Source: an optimization exercise on an open RTL-to-GDS flow (aim: small area, a short achievable clock period and few clock cycles). Production flows keep margins and buffers that such runs may drop. No functional check of the RTL was part of any run shown here. Power figures rest on the tool's default switching activity, not on a simulated workload.

$ cat design/flow/design.v
module mbf_wtx (
    input  wire        clk,
    input  wire        rst,
    input  wire        tx_start,
    input  wire [15:0] tx_cmd,
    input  wire [15:0] tx_len,
    input  wire        tx_flip,
    input  wire        tx_ack,
    output reg         tx_busy,
    output reg         tx_done,
    output reg         tx_oversize,
    input  wire        tx_in_valid,
    input  wire [31:0] tx_in_data,
    output wire        tx_in_ready,
    output reg         pkt_valid,
    output reg  [31:0] pkt_data,
    output reg         pkt_last,
    input  wire        pkt_ready
);
    reg        idle;       
    reg        c_act;      
    reg        c_fin;      
    reg        c_flip;
    reg        c_ack;
    reg [3:0]  c_lidx;     
    reg [5:0]  r6;         
    reg [3:0]  pidx;
    reg [3:0]  wpos;
    reg [15:0] carry;
    reg        sk_e;       
    reg        sk_f;       
    reg        pv_n;       
    reg [31:0] sk_d;
    assign tx_in_ready = sk_e;
    wire       in_fire = tx_in_valid & ~sk_f;
    wire [31:0] s_word = sk_f ? sk_d : tx_in_data;
    wire       s_avail = sk_f | tx_in_valid;
    wire       w0    = (wpos == 4'd0);
    wire       even  = ~pidx[0];
    reg        lastp;      
    reg  [3:0] mb;         
    reg        need_s;     
    function automatic [4:0] pos_flags(input p_odd, input [3:0] w, input [3:0] wm1,
                                       input lp, input [5:0] lplen);
        reg       w_lt, w_eq, w_eq1;
        reg [3:0] m;
        begin
            w_lt  = (w < lplen[5:2]);
            w_eq  = (w == lplen[5:2]);
            w_eq1 = (wm1 == lplen[5:2]) & (w != 4'd0);
            m[0] = ~lp | w_lt | w_eq | (w_eq1 & (lplen[1:0] == 2'd3));
            m[1] = ~lp | w_lt | w_eq;
            m[2] = ~lp | w_lt | (w_eq & (lplen[1:0] != 2'd0));
            m[3] = ~lp | w_lt | (w_eq & lplen[1]);
            pos_flags = {p_odd ? ((w != 4'd0) & m[0]) : m[2], m};
        end
    endfunction
    wire [3:0] wpos_n  = wpos + 4'd1;
    wire [3:0] pidx_n  = pidx + 4'd1;
    wire       pend    = (wpos == 4'd15);
    wire       lastp_n = pend ? (pidx_n == c_lidx) : lastp;
    wire [5:0] r6_n    = pend ? r6 + 6'd2 : r6;           
    wire [4:0] fl_step = pos_flags(pend ? pidx_n[0] : pidx[0], wpos_n, wpos, lastp_n, r6_n);
    wire       out_free = pv_n | pkt_ready;
    wire       step     = c_act & out_free & (~need_s | s_avail);
    wire       consume  = step & need_s;
    wire       fin_xfer = c_fin & ~pv_n & pkt_ready;
    wire [15:0] hdr = {pidx, c_lidx, c_flip, c_ack, lastp ? r6 : 6'd62};
    reg  [31:0] word;
    always @(*) begin
        case ({w0, even})
            2'b11:   word = {s_word[15:0], hdr};
            2'b10:   word = {carry, hdr};
            2'b01:   word = {s_word[15:0], carry};
            default: word = s_word;
        endcase
    end
    wire [31:0] word_m = word & {{8{mb[3]}}, {8{mb[2]}}, {8{mb[1]}}, {8{mb[0]}}};
    wire [9:0] len    = tx_len[9:0];
    wire       ovs_in = (tx_len[15:10] != 6'd0) || (len[9:5] == 5'd31) ||
                        ((len[9:5] == 5'd30) && (len[4:2] == 3'd7) && (len[1:0] != 2'd0));
    wire [15:1] th;
    assign th[1]  = (len >= 10'd59);
    assign th[2]  = (len >= 10'd121);
    assign th[3]  = (len >= 10'd183);
    assign th[4]  = (len >= 10'd245);
    assign th[5]  = (len >= 10'd307);
    assign th[6]  = (len >= 10'd369);
    assign th[7]  = (len >= 10'd431);
    assign th[8]  = (len >= 10'd493);
    assign th[9]  = (len >= 10'd555);
    assign th[10] = (len >= 10'd617);
    assign th[11] = (len >= 10'd679);
    assign th[12] = (len >= 10'd741);
    assign th[13] = (len >= 10'd803);
    assign th[14] = (len >= 10'd865);
    assign th[15] = (len >= 10'd927);
    wire [3:0] n_m1;
    assign n_m1[3] = th[8];
    assign n_m1[2] = (th[4] & ~th[8]) | th[12];
    assign n_m1[1] = (th[2] & ~th[4]) | (th[6] & ~th[8]) | (th[10] & ~th[12]) | th[14];
    assign n_m1[0] = (th[1] & ~th[2]) | (th[3] & ~th[4]) | (th[5] & ~th[6]) | (th[7] & ~th[8]) |
                     (th[9] & ~th[10]) | (th[11] & ~th[12]) | (th[13] & ~th[14]) | th[15];
    wire [5:0] len4   = len[5:0] + 6'd4;                   
    wire [5:0] plen0  = th[1] ? 6'd62 : len4;
    wire [4:0] fl_acc = th[1] ? 5'b11111
                              : {len != 10'd0, len[9:1] != 9'd0, len != 10'd0, 2'b11};
    wire       acc    = tx_start & idle;
    wire       acc_pk = acc & ~ovs_in;
    always @(posedge clk) begin
        if (!sk_f)
            sk_d <= tx_in_data;
        if (rst) begin
            sk_e <= 1'b1;
            sk_f <= 1'b0;
        end else begin
            sk_e <= sk_f ? consume : ~(in_fire & ~consume);
            sk_f <= sk_f ? ~consume : (in_fire & ~consume);
        end
        if (rst) begin
            tx_busy     <= 1'b0;
            idle        <= 1'b1;
            c_act       <= 1'b0;
            c_fin       <= 1'b0;
            pkt_valid   <= 1'b0;
            pv_n        <= 1'b1;
            tx_done     <= 1'b0;
            tx_oversize <= 1'b0;
        end else begin
            tx_done     <= fin_xfer | (acc & ovs_in);
            tx_oversize <= acc & ovs_in;
            if (acc_pk) begin
                tx_busy <= 1'b1;
                idle    <= 1'b0;
            end else if (fin_xfer) begin
                tx_busy <= 1'b0;
                idle    <= 1'b1;
            end
            if (fin_xfer)
                c_fin <= 1'b0;
            if (acc) begin
                c_act     <= ~ovs_in;
                c_flip    <= tx_flip;
                c_ack     <= tx_ack;
                c_lidx    <= n_m1;
                r6        <= len4;
                lastp     <= ~th[1];
                {need_s, mb} <= fl_acc;
                pidx      <= 4'd0;
                wpos      <= 4'd1;
                carry     <= tx_len;
                pkt_valid <= ~ovs_in;
                pv_n      <= ovs_in;
                pkt_data  <= {tx_cmd, 4'd0, n_m1, tx_flip, tx_ack, plen0};
                pkt_last  <= 1'b0;
            end else if (step) begin
                pkt_valid <= 1'b1;
                pv_n      <= 1'b0;
                pkt_data  <= word_m;
                pkt_last  <= pend;
                wpos      <= wpos_n;
                lastp     <= lastp_n;
                r6        <= r6_n;
                {need_s, mb} <= fl_step;
                if (even && need_s)
                    carry <= s_word[31:16];
                if (pend) begin
                    pidx  <= pidx_n;
                    if (lastp) begin
                        c_act <= 1'b0;
                        c_fin <= 1'b1;
                    end
                end
            end else if (pkt_ready) begin
                pkt_valid <= 1'b0;
                pv_n      <= 1'b1;
            end
        end
    end
endmodule
module mbf_wrx (
    input  wire        clk,
    input  wire        rst,
    input  wire        rx_strict,
    input  wire        rx_valid,
    input  wire [31:0] rx_data,
    input  wire        rx_last,
    input  wire [2:0]  rx_cnt,
    output reg         rd_valid,
    output reg  [31:0] rd_data,
    output reg  [2:0]  rd_cnt,
    output reg         res_valid,
    output reg  [1:0]  res_kind,
    output reg  [3:0]  res_err,
    output wire [15:0] res_cmd,
    output wire [15:0] res_len
);
    localparam [15:0] CMD_DBG_MESSAGE = 16'hF001;
    localparam [15:0] CMD_ID_RETRY    = 16'hF002;
    localparam [1:0] KIND_MESSAGE = 2'd0;
    localparam [1:0] KIND_RETRY   = 2'd1;
    localparam [1:0] KIND_DEBUG   = 2'd2;
    localparam [1:0] KIND_FAIL    = 2'd3;
    localparam [3:0] ERR_NONE         = 4'h0;
    localparam [3:0] ERR_LEN_MISMATCH = 4'h2;
    localparam [3:0] ERR_BAD_PACKET   = 4'h3;
    localparam [3:0] ERR_INCONSISTENT = 4'h4;
    localparam [3:0] ERR_TOO_LONG     = 4'h5;
    reg        first;        
    reg [4:0]  k;            
    reg [4:0]  nidx;         
    reg [3:0]  tot0;
    reg [10:0] need;         
    reg        len_big;      
    reg        lenok1;       
    reg        p0ge4;        
    reg [15:0] cmd_q;
    reg [9:0]  len_q;        
    reg        cmd_dbg;      
    reg        cmd_rty;      
    reg        w0;           
    reg        w1;           
    reg [6:0]  t_q;          
    reg [5:0]  plen_q;
    reg        cmpl_q;       
    reg        inc_q;        
    reg        tl_q;         
    assign res_cmd = cmd_q;
    assign res_len = {6'd0, len_q};
    wire [2:0]  nb     = rx_cnt;
    wire [3:0]  idx_in = rx_data[15:12];
    wire [3:0]  tot_in = rx_data[11:8];
    reg  [2:0]  tk_cnt;
    reg         tk_hi;       
    always @(*) begin
        tk_hi = 1'b0;
        if (w0) begin
            tk_hi  = 1'b1;
            tk_cnt = first ? 3'd0 :
                     (rx_data[5:1] != 5'd0) ? 3'd2 : {2'b00, rx_data[0]};
        end else if (w1 && first) begin
            tk_hi  = 1'b1;
            tk_cnt = (plen_q[5:3] != 3'd0 || plen_q[2:1] == 2'b11) ? 3'd2 :
                     (plen_q == 6'd5) ? 3'd1 : 3'd0;
        end else begin
            tk_cnt = t_q[6] ? 3'd0 : (t_q[5:0] > 6'd4) ? 3'd4 : t_q[2:0];
        end
    end
    reg         plen_ge;
    always @(*) begin
        case (nb)
            3'd2:    plen_ge = (rx_data[5:0] != 6'd0);
            3'd3:    plen_ge = (rx_data[5:1] != 5'd0);
            3'd4:    plen_ge = (rx_data[5:2] != 4'd0) || (rx_data[1:0] == 2'd3);
            3'd5:    plen_ge = (rx_data[5:2] != 4'd0);
            3'd6:    plen_ge = (rx_data[5:3] != 3'd0) || (rx_data[2] && rx_data[1:0] != 2'd0);
            3'd7:    plen_ge = (rx_data[5:3] != 3'd0) || (rx_data[2] && rx_data[1]);
            default: plen_ge = 1'b1;
        endcase
    end
    wire        short_w0 = first || plen_ge;
    wire        short_wn = (!t_q[6] && ((t_q[5:0] > 6'd4) || (nb < t_q[2:0]))) ||
                           (first && w1 && nb < 3'd2);
    wire        bad_pkt  = w0 ? short_w0 : ((plen_q == 6'd63) || short_wn);
    wire [5:0]  plen_s   = w0 ? {4'd0, rx_data[1:0]} : plen_q;
    wire        tl_w0    = !first && (k == 5'd16);
    wire        inc_w0   = rx_strict &&
                           (first ? (idx_in != 4'd0)
                                  : (({1'b0, idx_in} != nidx) || (tot_in != tot0)));
    wire        cmpl_w0  = (idx_in == tot_in);
    wire        too_long = w0 ? tl_w0   : tl_q;
    wire        inconsist = w0 ? inc_w0 : inc_q;
    wire        complete = w0 ? cmpl_w0 : cmpl_q;
    wire [5:0]  len_m4   = plen_q - 6'd4;
    wire        lenok_in = (rx_data[15:0] == {10'd0, len_m4}) && (plen_q[5:2] != 4'd0);
    wire        len_ok   = first ? (w1 ? lenok_in : lenok1)
                                 : ((need == {5'd0, plen_s}) && !len_big && p0ge4);
    wire [10:0] need_k   = 11'd4 - {5'd0, plen_q};
    wire [10:0] need_1   = {1'b0, rx_data[9:0]} + need_k;
    reg  [10:0] need_nx;
    always @(*) begin
        if (!w0)
            need_nx = need - {5'd0, plen_q};
        else case (rx_data[1:0])
            2'd0:    need_nx = need;
            2'd1:    need_nx = need - 11'd1;
            default: need_nx = need - 11'd2;
        endcase
    end
    wire        ev       = rx_valid && rx_last;
    wire        fail     = bad_pkt || too_long || inconsist;
    wire        ended    = fail || complete;
    always @(posedge clk) begin
        rd_data  <= {rx_data[31:16], tk_hi ? rx_data[31:16] : rx_data[15:0]};
        rd_cnt   <= tk_cnt;
        res_kind <= fail || !len_ok      ? KIND_FAIL :
                    cmd_dbg ? KIND_DEBUG :
                    cmd_rty ? KIND_RETRY : KIND_MESSAGE;
        res_err  <= bad_pkt   ? ERR_BAD_PACKET :
                    too_long  ? ERR_TOO_LONG :
                    inconsist ? ERR_INCONSISTENT :
                    !len_ok   ? ERR_LEN_MISMATCH : ERR_NONE;
        if (rst) begin
            first     <= 1'b1;
            w0        <= 1'b1;
            w1        <= 1'b0;
            rd_valid  <= 1'b0;
            res_valid <= 1'b0;
        end else begin
            rd_valid  <= rx_valid && (tk_cnt != 3'd0);
            res_valid <= ev && ended;
            if (rx_valid) begin
                if (w0) begin
                    plen_q <= rx_data[5:0];
                    cmpl_q <= cmpl_w0;
                    inc_q  <= inc_w0;
                    tl_q   <= tl_w0;
                    k      <= first ? 5'd1 : k + 5'd1;
                    nidx   <= {1'b0, idx_in} + 5'd1;
                    if (first) tot0 <= tot_in;
                    if (first) begin
                        cmd_q   <= rx_data[31:16];
                        cmd_dbg <= (rx_data[31:16] == CMD_DBG_MESSAGE);
                        cmd_rty <= (rx_data[31:16] == CMD_ID_RETRY);
                    end
                end
                if (first && w1) begin
                    len_q   <= rx_data[9:0];
                    len_big <= (rx_data[15:10] != 6'd0);
                    lenok1  <= lenok_in;
                    need    <= need_1;
                end
                if (rx_last) begin
                    w0    <= 1'b1;
                    w1    <= 1'b0;
                    first <= ended;
                    if (!first) need <= need_nx;
                    if (first)
                        p0ge4 <= (plen_q[5:2] != 4'd0);
                end else begin
                    w0 <= 1'b0;
                    w1 <= w0;
                    if (w0)
                        t_q <= {1'b0, rx_data[5:0]} - 7'd2;
                    else if (!t_q[6])
                        t_q <= t_q - 7'd4;
                end
            end
        end
    end
endmodule
module mbf_framer32 (
    input  wire        clk,
    input  wire        rst,
    input  wire        tx_start,
    input  wire [15:0] tx_cmd,
    input  wire [15:0] tx_len,
    input  wire        tx_flip,
    input  wire        tx_ack,
    output wire        tx_busy,
    output wire        tx_done,
    output wire        tx_oversize,
    input  wire        tx_in_valid,
    input  wire [31:0] tx_in_data,
    output wire        tx_in_ready,
    output wire        pkt_valid,
    output wire [31:0] pkt_data,
    output wire        pkt_last,
    input  wire        pkt_ready,
    input  wire        rx_strict,
    input  wire        rx_valid,
    input  wire [31:0] rx_data,
    input  wire        rx_last,
    input  wire [2:0]  rx_cnt,
    output wire        rd_valid,
    output wire [31:0] rd_data,
    output wire [2:0]  rd_cnt,
    output wire        res_valid,
    output wire [1:0]  res_kind,
    output wire [3:0]  res_err,
    output wire [15:0] res_cmd,
    output wire [15:0] res_len
);
    mbf_wtx u_tx (
        .clk(clk), .rst(rst),
        .tx_start(tx_start), .tx_cmd(tx_cmd), .tx_len(tx_len),
        .tx_flip(tx_flip), .tx_ack(tx_ack),
        .tx_busy(tx_busy), .tx_done(tx_done), .tx_oversize(tx_oversize),
        .tx_in_valid(tx_in_valid), .tx_in_data(tx_in_data), .tx_in_ready(tx_in_ready),
        .pkt_valid(pkt_valid), .pkt_data(pkt_data), .pkt_last(pkt_last),
        .pkt_ready(pkt_ready)
    );
    mbf_wrx u_rx (
        .clk(clk), .rst(rst),
        .rx_strict(rx_strict), .rx_valid(rx_valid), .rx_data(rx_data),
        .rx_last(rx_last), .rx_cnt(rx_cnt),
        .rd_valid(rd_valid), .rd_data(rd_data), .rd_cnt(rd_cnt),
        .res_valid(res_valid), .res_kind(res_kind), .res_err(res_err),
        .res_cmd(res_cmd), .res_len(res_len)
    );
endmodule
$ cat design/flow/flow/run.sh
#!/bin/bash
set -euo pipefail
export BUFFER_PORTS_ARGS="-buffer_cell sky130_fd_sc_hd__buf_1"
export SETUP_SLACK_MARGIN=5.3
bash standard.sh > standard.log 2>&1
$ cat design/flow/standard.sh
#!/bin/bash
# synth_recipe.tcl (not shown) runs the flow's synth.tcl, then flattens the netlist and writes it again
# the make line also repeats each setting of config.mk as NAME=value (left out here)
make -C /OpenROAD-flow-scripts/flow DESIGN_CONFIG=/design/flow/config.mk WORK_HOME=/design/flow/orfs CLKGATE_MAP_FILE= SYNTH_SCRIPT=/design/flow/synth_recipe.tcl "${@:-finish}"
$ cat design/flow/config.mk
export PLATFORM = sky130hd
export DESIGN_NAME = mbf_framer32
export DESIGN_NICKNAME = mbf_framer32
export VERILOG_FILES = /design/flow/design.v
export SDC_FILE = /design/flow/constraint.sdc
export NUM_CORES = 4
export LEC_CHECK = 0
export ABC_AREA = 1
export CAP_MARGIN = 20
export CORE_MARGIN = 2
export CORE_UTILIZATION = 40
export CTS_CLUSTER_DIAMETER = 120
export CTS_CLUSTER_SIZE = 24
export SLEW_MARGIN = 20
$ cat design/flow/constraint.sdc
create_clock -name core_clock -period 8.0 [get_ports {clk}]
set_input_delay 1.6000 -clock core_clock [delete_from_list [all_inputs] [get_ports {clk}]]
set_output_delay 1.6000 -clock core_clock [all_outputs]
set_load 0.01 [all_outputs]
==> results.yml, run 1 <==
global_routing:
  overflow: 0
  grt_usage_pct: 22.4
  grt_pass1_vias: 9861
  grt_max_degree: 36
  antenna_found_initial: 2
  grt_pass1_wl_um: 54900
cells_and_area:
  num-fill-cells: 2895
  final_common_cell: "nand2_1"
  utilization_pct: 49.5
  syn_to_final_growth_pct: 21.2
  design_area_um2: 14800
  antenna_cells: 0
  drive_above_1_share_pct: 15.0
  fin_nets: 1798
  layout_common_cells: "301 x nand2_1, 184 x buf_1, 147 x edfxtp_1"
floorplanning:
  die_w_um: 178
  floorplan.initialDensity_pct: 40.9
  design.die.area_um2: 31800
  ios: 222
  row_count: 63
  coreArea_um2: 29800
  die_h_um: 178
synthesis:
  synth-seq-cells: 234
  ys_warn_count: 2
  synthCells: 1399
  synth_area_um2: 12200
  synth_edf_count: 147
  netlist.area_leader.share_pct: 36.3
  yosysSeqAreaShare_pct: 50.6
  synthArstFlopShare_pct: 0
  avgSynthCellArea_um2: 8.70
  synth_area_leader_cell: "edfxtp_1"
  ys_top_cells_by_area: "edfxtp_1 36%, dfxtp_1 14%, nand2_1 9.6%, ha_1 5.3%, inv_1 4.7%"
  synth.distinct_cells: 60
  synth_ff_type: "edfxtp_1"
power:
  switching_power_mw: 0.760
  power_mw: 2.61
  leakage_nw: 5.98
  p_int_mw: 1.85
  seq_power_share_pct: 53.8
  switching_share_pct: 29.1
  powerDensity_nw_per_um2: 177
  combPwrFrac_pct: 19.2
  power_frac_clock_pct: 27.0
  irDropWorstVdd_uv: 154
clock_network:
  cts_sinks: 234
  clk_latency_ns: 0.49
  numCtsBuffers: 13
  root_buffer: "clkbuf_16"
  clk_path_buf_depth: 3
  cts_tree: "yes"
  clkTransAtPathRegs_ns: 0.10
  ctsHtreeMaxLevel: 1
placement:
  place_congestion: 0.914
  placed_area_um2: 13700
  port_buffers: 214
  dpl.hpwl_um: 26400
setup_path:
  rrSetupSlack_ns: 5.40
  path_cells: "buf_12, ha_4, fa_2, buf_4, buf_4, nand3_1, nand4_1, a21oi_2, o22ai_1"
  slowest_delay_ns: 0.36
  crit_path_start_kind: "primary input"
  cp_top_family: "adder cells"
  slowest_stage: "fa_2"
  timing.rr.end: "u_rx.need[9]"
  reg2regPathDepth: 14
  crit_buf_inv: 3
  worstPathArrival_ns: 3.03
  endpoint_kind: "flip-flop"
  critical_path_class: "in2reg"
  worstPathRequired_ns: 8.23
  cp_common_cell: "buf_4"
  rr_startpoint: "u_rx.plen_q[0]"
  path_max_fanout: 4
route:
  drc: 0
  viasPerCell: 5.26
  num_vias: 10700
  initialDrtViolationCount: 813
  post_drt_wl_per_cell_um: 18.2
  antenna_left: 0
  wl_um: 37000
  first_pass_iters: 6
sta:
  fin_crit_ns: 2.80
  setup_viol: 0
  finClkSkew_ns: 0.0224
  slew_violations: 0
  rsz0062_at_grt: "yes"
  fin_crit_sh_pct: 35.0
  hold_viol_final: 0
  max_freq_mhz: 357
  worst_slew_pin_slew_ns: 0.713
  fin_setup_tns_ns: 0
  slew_headroom_pct: 52.1
job:
  drv_cap: 0
hold_path:
  hp-start: "u_tx.tx_busy"
  holdPathEnd: "u_tx.tx_busy"
  hp-class: "reg2reg"
  whs_path_depth: 2
run_status:
  outcome: "complete, no violations"
## worst reg2reg max path, stage by stage, from the launching register on
cell and delay (ns):
edfxtp_1 0.42, inv_1 0.15, ha_2 0.21, a21o_1 0.15, nand2_1 0.09, nor2_4 0.13, inv_4 0.09, ha_4 0.25
nand2_1 0.07, nand2_1 0.08, a31oi_1 0.20, nand3_1 0.16, xor2_2 0.18, a21oi_1 0.16, nor2_1 0.06
## flip-flops by register name, indices dropped and copies added, names as in the netlist, 4 cells and up
name and cells:
u_tx.pidx 4, u_tx.pkt_data 32, u_tx.r6 6, u_rx.len_q 10
u_tx.c_lidx 4, u_rx.plen_q 6, u_rx.t_q 7, u_rx.nidx 5
u_rx.need 11, u_tx.carry 16, u_rx.cmd_q 16, u_tx.sk_d 32
u_rx.k 5, u_rx.rd_data 32, u_rx.tot0 4, u_tx.mb 4
u_tx.wpos 4
## power by group through the flow
stage	Clock, mW	Combinational (mW)	Sequential (mW)
floorplan	0	0.289	1.43
global placement	0	0.441	1.43
detailed placement	0	0.446	1.43
CTS	0.717	0.473	1.41
global route	0.762	0.552	1.41
finish	0.705	0.501	1.41
## worst max path at each step
stage | startpoint | slack, ns | cells after the start | endpoint
after detailed placement | tx_start | 3.69 | 7 | u_tx.pidx[3]
after global placement | tx_start | 3.72 | 7 | u_tx.pidx[0]
after CTS | rx_valid | 5.11 | 5 | u_rx.tot0[1]
after floorplan | tx_in_valid | 4.75 | 7 | u_tx.pidx[0]
after global routing | rx_data[0] | 5.15 | 11 | u_rx.need[8]
final | rx_data[0] | 5.20 | 9 | u_rx.need[10]
## cell usage after synthesis, types with 11 or more instances
library cell / number
a21oi_1: 62
a31oi_1: 14
buf_2: 11
clkbuf_1: 20
dfxtp_1: 87
edfxtp_1: 147
ha_1: 52
inv_1: 154
inv_2: 13
nand2_1: 312
nand3_1: 76
nand4_1: 14
nor2_1: 121
nor3_1: 16
o21ai_0: 109
o22ai_1: 16
or2_2: 19
xnor2_1: 11
xor2_1: 29
## area by class of cell
cell class	instances	area [um^2]	share of cell area, %
Multi-Input combinational cell	959	5790	39.2
Clock buffer	20	352	2.38
Inverter	169	707	4.79
Timing Repair Buffer	257	1240	8.44
Clock inverter	1	7.51	0.0509
Sequential cell	234	6160	41.7
Tap cell	390	488	3.31
Timing Repair inverter	1	8.76	0.0594
## layer usage
metal	wire length, um	GRT usage, %	share of wire [%]
met5	27	0	0.073
met4	1100	6.27	3.0
met3	2820	2.66	7.6
met2	17100	37.9	46
met1	15900	30.2	43
## cells by family after synthesis
| group | count (synthesis) | share of synthesized area, % |
|---|---|---|
| compound gates | 265 | 12.7 |
| flops | 234 | 50.6 |
| fa+ha+maj | 54 | 5.67 |
| other cells | 1 | 0.0308 |
| simple gates | 587 | 20.8 |
| buf+inv | 216 | 7.16 |
| xor+xnor | 40 | 2.88 |
| mux | 2 | 0.185 |
## timing repair
item	4_1_cts	5_1_grt
cloned	4	1
hold buffers	0	0
hold endpoints to repair	0	0
resized for setup	57	66
setup buffers	18	20
endpoints found under the setup margin	170	78
pin swaps	12	33
## stage by stage
step                      cells  hold WS (ns)  setup WS [ns]
after global placement     1967         0.442           3.72
final                      2031         0.475           5.20
after CTS                  2010         0.475           5.11
after global routing       2031         0.492           5.15
after floorplan            1405         0.432           4.75
after detailed placement   1967         0.458           3.69
==> run 2, diff against run 1 <==
--- a/design/flow/design.v
+++ b/design/flow/design.v
@@ -275,8 +275,14 @@
     wire        lenok_in = (rx_data[15:0] == {10'd0, len_m4}) && (plen_q[5:2] != 4'd0);
     wire        len_ok   = first ? (w1 ? lenok_in : lenok1)
                                  : ((need == {5'd0, plen_s}) && !len_big && p0ge4);
-    wire [10:0] need_k   = 11'd4 - {5'd0, plen_q};
-    wire [10:0] need_1   = {1'b0, rx_data[9:0]} + need_k;
+    wire [6:0]  need_k   = 7'd4 - {1'b0, plen_q};            
+    wire [6:0]  need_lo  = {1'b0, rx_data[5:0]} + {1'b0, need_k[5:0]};
+    wire [4:0]  len_hi   = {1'b0, rx_data[9:6]};
+    wire [4:0]  len_hm1  = len_hi - 5'd1;
+    wire [4:0]  len_hp1  = len_hi + 5'd1;
+    wire [4:0]  need_hi  = need_k[6] ? (need_lo[6] ? len_hi : len_hm1)
+                                     : (need_lo[6] ? len_hp1 : len_hi);
+    wire [10:0] need_1   = {need_hi, need_lo[5:0]};
     reg  [10:0] need_nx;
     always @(*) begin
         if (!w0)
==> design/flow/flow/run.sh (replaced) <==
#!/bin/bash
set -euo pipefail
export BUFFER_PORTS_ARGS="-buffer_cell sky130_fd_sc_hd__buf_1"
export SETUP_SLACK_MARGIN=5.35
bash standard.sh > standard.log 2>&1
==> results.yml, run 2 <==
run_status:
  outcome: "complete, no violations"
power:
  irDropWorstVdd_uv: 124
  leakage_nw: 6.37
  power_mw: 2.66
  powerDensity_nw_per_um2: 176
sta:
  slew_headroom_pct: 42.8
  slew_violations: 0
  worst_slew_pin_slew_ns: 0.856
  fin_setup_tns_ns: 0
  finClkSkew_ns: 0.0150
  setup_viol: 0
  fin_crit_ns: 2.86
  fin_crit_sh_pct: 35.8
  hold_viol_final: 0
  max_freq_mhz: 349
  rsz0062_at_grt: "yes"
floorplanning:
  coreArea_um2: 30500
  floorplan.initialDensity_pct: 40.5
  ios: 222
  row_count: 64
  die_w_um: 180
  design.die.area_um2: 32300
  die_h_um: 180
route:
  antenna_left: 0
  viasPerCell: 5.31
  initialDrtViolationCount: 980
  wl_um: 38200
  first_pass_iters: 6
  post_drt_wl_per_cell_um: 17.9
  num_vias: 11300
  drc: 0
global_routing:
  grtUsageMet3_pct: 2.65
  grt_usage_pct: 22.4
  grtUsageMet1_pct: 31.0
  use_met2_pct: 36.8
  grt_max_degree: 50
  antenna_found_initial: 0
  grt_busiest_layer: "met2"
  grt_pass1_vias: 10500
  grt_pass1_wl_um: 58100
  overflow: 0
cells_and_area:
  num-fill-cells: 2974
  drive_above_1_share_pct: 15.3
  design_area_um2: 15100
  final-seq-area_um2: 6160
  final_cells: 2131
  multiInputGateArea_um2: 5840
  final_common_cell: "nand2_1"
  reg.largest.list: "u_rx.rd_data: 32 flops, u_tx.pkt_data: 32 flops, u_tx.sk_d: 32 flops"
  fin_nets: 1889
  layout_common_cells: "385 x nand2_1, 179 x buf_1, 147 x edfxtp_1"
  antenna_cells: 0
  syn_to_final_growth_pct: 22.0
setup_path:
  timing.rr.end: "u_rx.need[8]"
  reg2regPathDepth: 16
  path_cells: "buf_12, ha_4, fa_2, nand4_1, nand3_4, buf_6, buf_6, nand3_2, nand3_2, nand3_2, nand2_1"
  worstPathArrival_ns: 3.11
  crit_path_start_kind: "primary input"
  endpoint_kind: "flip-flop"
  cp_common_cell: "nand3_2"
  rr_startpoint: "u_rx.plen_q[1]"
  critical_path_class: "in2reg"
  slowest_delay_ns: 0.38
  slowest_stage: "fa_2"
  rrSetupSlack_ns: 5.23
  worstPathRequired_ns: 8.24
  path_max_fanout: 5
synthesis:
  yosysMostFrequentCell: "nand2_1"
  ys_top_cells_by_area: "edfxtp_1 36%, dfxtp_1 14%, nand2_1 12%, ha_1 5.0%, inv_1 4.5%"
  synth_common_cells: "401 x nand2_1, 147 x edfxtp_1, 147 x inv_1"
  synth.distinct_cells: 53
  ys_warn_count: 2
  synth-seq-cells: 234
  synth_area_leader_cell: "edfxtp_1"
  avgSynthCellArea_um2: 8.35
  synth_area_um2: 12400
  synthArstFlopShare_pct: 0
  netlist.area_leader.share_pct: 35.7
  synthCells: 1480
  synth_edf_count: 147
  synth_ff_type: "edfxtp_1"
  yosysSeqAreaShare_pct: 49.8
hold_path:
  whs_path_depth: 2
  hp-start: "u_rx.cmd_rty"
  hp-class: "reg2reg"
  holdPathEnd: "u_rx.res_kind[0]"
clock_network:
  root_buffer: "clkbuf_16"
  cts_tree: "yes"
  cts_sinks: 234
  clk_path_buf_depth: 3
  clk_latency_ns: 0.49
  ctsHoldBuffers: 0
  clkTransAtPathRegs_ns: 0.10
  numCtsBuffers: 13
  ctsHtreeMaxLevel: 1
placement:
  place_congestion: 0.863
  dpl.cell_count: 2049
  dpl.hpwl_um: 27100
  port_buffers: 214
  placed_area_um2: 13700
job:
  drv_cap: 0
## run 2: changes by cell type after synthesis, sizes merged, moves of 6 or more
cell   previous run  this run
a21oi            62        50
nand2           321       407
nand3            77       105
nor2            127       133
or2              20        12
xor2             29        23
## run 2: cells by family (layout without fill, tap and decap cells)
family,after synthesis,count (layout),share of synthesized area (%)
other,1,7,0.0303
xor gates and xnor gates,33,33,2.34
and+or+nand+nor,701,703,23.8
DFF,234,234,49.8
adders and majority gates,51,51,5.28
AOI/OAI and AO/OA,240,240,11.4
buffers and inverters,220,467,7.38
## run 2: cell type report
cell class / count / share of cell area, %
Clock inverter: 2 / 0.224
Sequential cell: 234 / 40.8
Multi-Input combinational cell: 1034 / 38.7
Timing Repair Buffer: 277 / 9.95
Clock buffer: 19 / 2.31
Inverter: 168 / 4.63
Timing Repair inverter: 1 / 0.0581
Tap cell: 396 / 3.28
## run 2: how the worst max path moves through the flow
stage                         startpoint       endpoint  depth (start not counted)
after global placement          tx_start   u_tx.pidx[0]                          8
after detailed placement        tx_start   u_tx.pidx[0]                          8
final                         rx_data[0]  u_rx.need[10]                         11
after global routing      u_rx.plen_q[1]   u_rx.need[8]                         16
after CTS                     rx_data[0]   u_rx.need[8]                         11
after floorplan              tx_in_valid   u_tx.pidx[0]                          7
## run 2: layer usage
| layer | vias up | part of all wire [%] |
|---|---|---|
| met5 | - | 0 |
| met4 | 0 | 3.1 |
| met3 | 61 | 6.3 |
| met2 | 483 | 47 |
| met1 | 5323 | 44 |
| li1 | 5443 | - |
## run 2: stage by stage
| stage | hold slack (ns) | worst slack (ns) | util [%] |
|---|---|---|---|
| global route | 0.503 | 5.07 | 49.4 |
| CTS | 0.484 | 5.20 | 47.7 |
| floorplan | 0.431 | 4.75 | - |
| finish | 0.479 | 5.14 | 49.4 |
| global placement | 0.451 | 3.63 | 44.9 |
| detailed placement | 0.457 | 3.57 | 44.9 |
## run 2: timing repair
action                     4_1_cts  5_1_grt
resized for setup               75       93
pin swaps                       23       32
gates cloned                     4        1
setup endpoints to repair      201      113
buffers inserted                21       35
## run 2: critical path: cells and delay by family
| family | cells | cell delay [ns] |
|---|---|---|
| and+or+nand+nor | 6 | 0.62 |
| adders and majority gates | 2 | 0.53 |
| buffers and inverters | 3 | 0.34 |
## run 2: report_power, final
group | switching (mW) | internal, mW | total (mW)
sequential | 0.0362 | 1.37 | 1.40
clock | 0.397 | 0.339 | 0.736
combinational | 0.336 | 0.186 | 0.522
total | 0.769 | 1.89 | 2.66
==> run 3, diff against run 2 <==
==> design/flow/flow/run.sh (replaced) <==
#!/bin/bash
set -euo pipefail
export BUFFER_PORTS_ARGS="-buffer_cell sky130_fd_sc_hd__buf_1"
export SETUP_SLACK_MARGIN=5.3
bash standard.sh > standard.log 2>&1
==> results.yml, run 3 <==
route:
  wl_um: 36900
  initialDrtViolationCount: 861
  antenna_left: 0
  num_vias: 10900
  first_pass_iters: 5
  drc: 0
  viasPerCell: 5.18
  post_drt_wl_per_cell_um: 17.5
synthesis:
  netlist.area_leader.share_pct: 35.7
  synth.distinct_cells: 53
  synth_common_cells: "401 x nand2_1, 147 x edfxtp_1, 147 x inv_1"
  synth_ff_type: "edfxtp_1"
  synthArstFlopShare_pct: 0
  synth_area_um2: 12400
  avgSynthCellArea_um2: 8.35
  synthCells: 1480
  yosysMostFrequentCell: "nand2_1"
  ys_warn_count: 2
  synth-seq-cells: 234
  yosysSeqAreaShare_pct: 49.8
  ys_top_cells_by_area: "edfxtp_1 36%, dfxtp_1 14%, nand2_1 12%, ha_1 5.0%, inv_1 4.5%"
  synth_edf_count: 147
  synth_area_leader_cell: "edfxtp_1"
power:
  leakage_nw: 6.19
  powerDensity_nw_per_um2: 178
  irDropWorstVdd_uv: 152
setup_path:
  worstPathRequired_ns: 8.25
  critical_path_class: "in2reg"
  endpoint_kind: "flip-flop"
  slowest_stage: "fa_2"
  cp_top_family: "simple AND/OR/NAND/NOR gates"
  worstPathArrival_ns: 3.09
  crit_path_start_kind: "primary input"
  path_cells: "buf_12, ha_4, fa_2, nand4_1, nand3_4, o21ai_1, o21ai_1, nand2_1, nand3_2, nand2_1, nand2_1"
  path_max_fanout: 6
  crit_buf_inv: 1
  slowest_delay_ns: 0.40
  cp_common_cell: "nand2_1"
clock_network:
  ctsHoldBuffers: 0
  root_buffer: "clkbuf_16"
  clk_path_buf_depth: 3
  clk_latency_ns: 0.49
  cts_sinks: 234
  numCtsBuffers: 13
  clkTransAtPathRegs_ns: 0.11
  cts_tree: "yes"
  ctsHtreeMaxLevel: 1
global_routing:
  grt_pass1_wl_um: 56700
  grt_pass1_vias: 10300
  grt_usage_pct: 21.9
  overflow: 0
  antenna_found_initial: 0
  grt_max_degree: 51
hold_path:
  hp-class: "reg2reg"
floorplanning:
  die_w_um: 180
  coreArea_um2: 30500
  design.die.area_um2: 32300
  ios: 222
  row_count: 64
  die_h_um: 180
  floorplan.initialDensity_pct: 40.5
cells_and_area:
  reg.largest.list: "u_rx.rd_data: 32 flops, u_tx.pkt_data: 32 flops, u_tx.sk_d: 32 flops"
  syn_to_final_growth_pct: 19.5
  utilization_pct: 48.4
  fin_nets: 1870
  layout_common_cells: "391 x nand2_1, 187 x buf_1, 147 x edfxtp_1"
  final_common_cell: "nand2_1"
  antenna_cells: 0
  drive_above_1_share_pct: 12.7
sta:
  rsz0062_at_grt: "yes"
  worst_slew_pin_slew_ns: 0.855
  fin_crit_ns: 2.83
  holdWs_ns: 0.469
  hold_viol_final: 0
  max_freq_mhz: 353
  finClkSkew_ns: 0.0186
  fin_crit_sh_pct: 35.4
  fin_setup_tns_ns: 0
  slew_headroom_pct: 42.9
  slew_violations: 0
  setup_viol: 0
placement:
  port_buffers: 214
  dpl.hpwl_um: 27100
  place_congestion: 0.911
job:
  drv_cap: 0
run_status:
  outcome: "complete, no violations"
==> run 3: cell counts after synthesis <==
Identical to the previous run, type by type.
==> run 3: final timing paths <==
| path | from | depth (start not counted) | slack, ns | end |
|---|---|---|---|---|
| setup / recovery | rx_data[0] | 11 | 5.17 | u_rx.need[8] |
| hold / removal | u_tx.c_fin | 2 | 0.47 | u_tx.c_fin |
| setup reg to reg | u_rx.plen_q[3] | 15 | 5.32 | u_rx.need[8] |
| hold reg to reg | u_tx.c_fin | 2 | 0.47 | u_tx.c_fin |
==> run 3: what timing repair did <==
item / in CTS / in global routing
cloned: 3 / 0
pin swaps: 13 / 32
setup buffers: 12 / 28
endpoints found under the setup margin: 191 / 105
resized for setup: 54 / 73
==> run 3: kinds of logic (layout without fill, tap and decap cells) <==
kind of cell               count (synthesis)  count (layout)  share of synthesized area [%]
xor gates and xnor gates                  33              33                           2.34
adders and majority gates                 51              51                           5.28
and+or+nand+nor                          701             704                           23.8
buffers and inverters                    220             447                           7.38
other                                      1               7                         0.0303
DFF                                      234             234                           49.8
AOI/OAI and AO/OA                        240             240                           11.4
==> run 3: where the power goes <==
group          internal (mW)  total, mW  switching (mW)
clock network          0.339      0.735           0.396
registers               1.37       1.41          0.0380
logic                  0.171      0.494           0.323
total                   1.88       2.63           0.757
==> run 3: routing by layer <==
layer	global-route usage (%)	vias up	share of wire (%)	routed length [um]
met3	2.96	47	6.8	2510
met5	0	-	0	0
met2	36.8	433	47	17200
met1	29.9	5064	44	16300
li1	-	5400	-	-
met4	5.56	0	2.4	895
==> run 3: layout make-up <==
type | instances | area [um^2]
tap | 396 | 495
fill | 2980 | 15700
multi-input combinational | 1035 | 5740
timing repair buffer | 258 | 1300
clock buffer | 19 | 348
sequential | 234 | 6160
clock inverter | 2 | 33.8
inverter | 168 | 688
==> run 3: tightest hold or removal path, stage by stage (launching register included) <==
cell and delay (ns):
dfxtp_1 0.32, nand2_1 0.06, a21oi_1 0.05
==> run 3: through the flow <==
| stage | power [mW] | area (um^2) | std cells | worst slack [ns] |
|---|---|---|---|---|
| 2_1_floorplan | 1.72 | 12600 | 1486 | 4.75 |
| 3_3_place_gp | 1.87 | 13700 | 2048 | 3.75 |
| 3_5_place_dp | 1.88 | 13700 | 2048 | 3.66 |
| 4_1_cts | 2.63 | 14300 | 2084 | 5.22 |
| 5_1_grt | 2.76 | 14800 | 2112 | 5.12 |
| 6_report | 2.63 | 14800 | 2112 | 5.17 |

## what the ideal ports hide
Ports are ideal in the flow. The routed layouts listed here were re-timed in OpenROAD. Step 1 sets driving cells, clkbuf_16 on the clock port and buf_2 on the other inputs (assumed; they add their load-dependent delay and slew). Step 2 moves the port delays by t, midway between the first and last clock arrival at a register: inputs arrive t later, outputs are due t later. That takes back most of the time a late clock gives input paths. Three values: ideal, step 1, step 2; two values: the first two.
run | t, ns | slack for setup (ns) | worst setup path at the end | clock arrival spread, ns
run 1 | 0.526 | 5.202 / 5.201 / 4.675 | input to register | 0.034 / 0.034
run 2 | 0.527 | 5.137 / 5.139 / 4.612 | input to register | 0.018 / 0.018
run 3 | 0.531 | 5.169 / 5.174 / 4.643 | input to register | 0.026 / 0.026
After both steps every run listed still meets setup and hold. For run 1, which loses most, drivers alone change the setup slack by -0.001 ns; drivers and shift together by -0.527 ns.
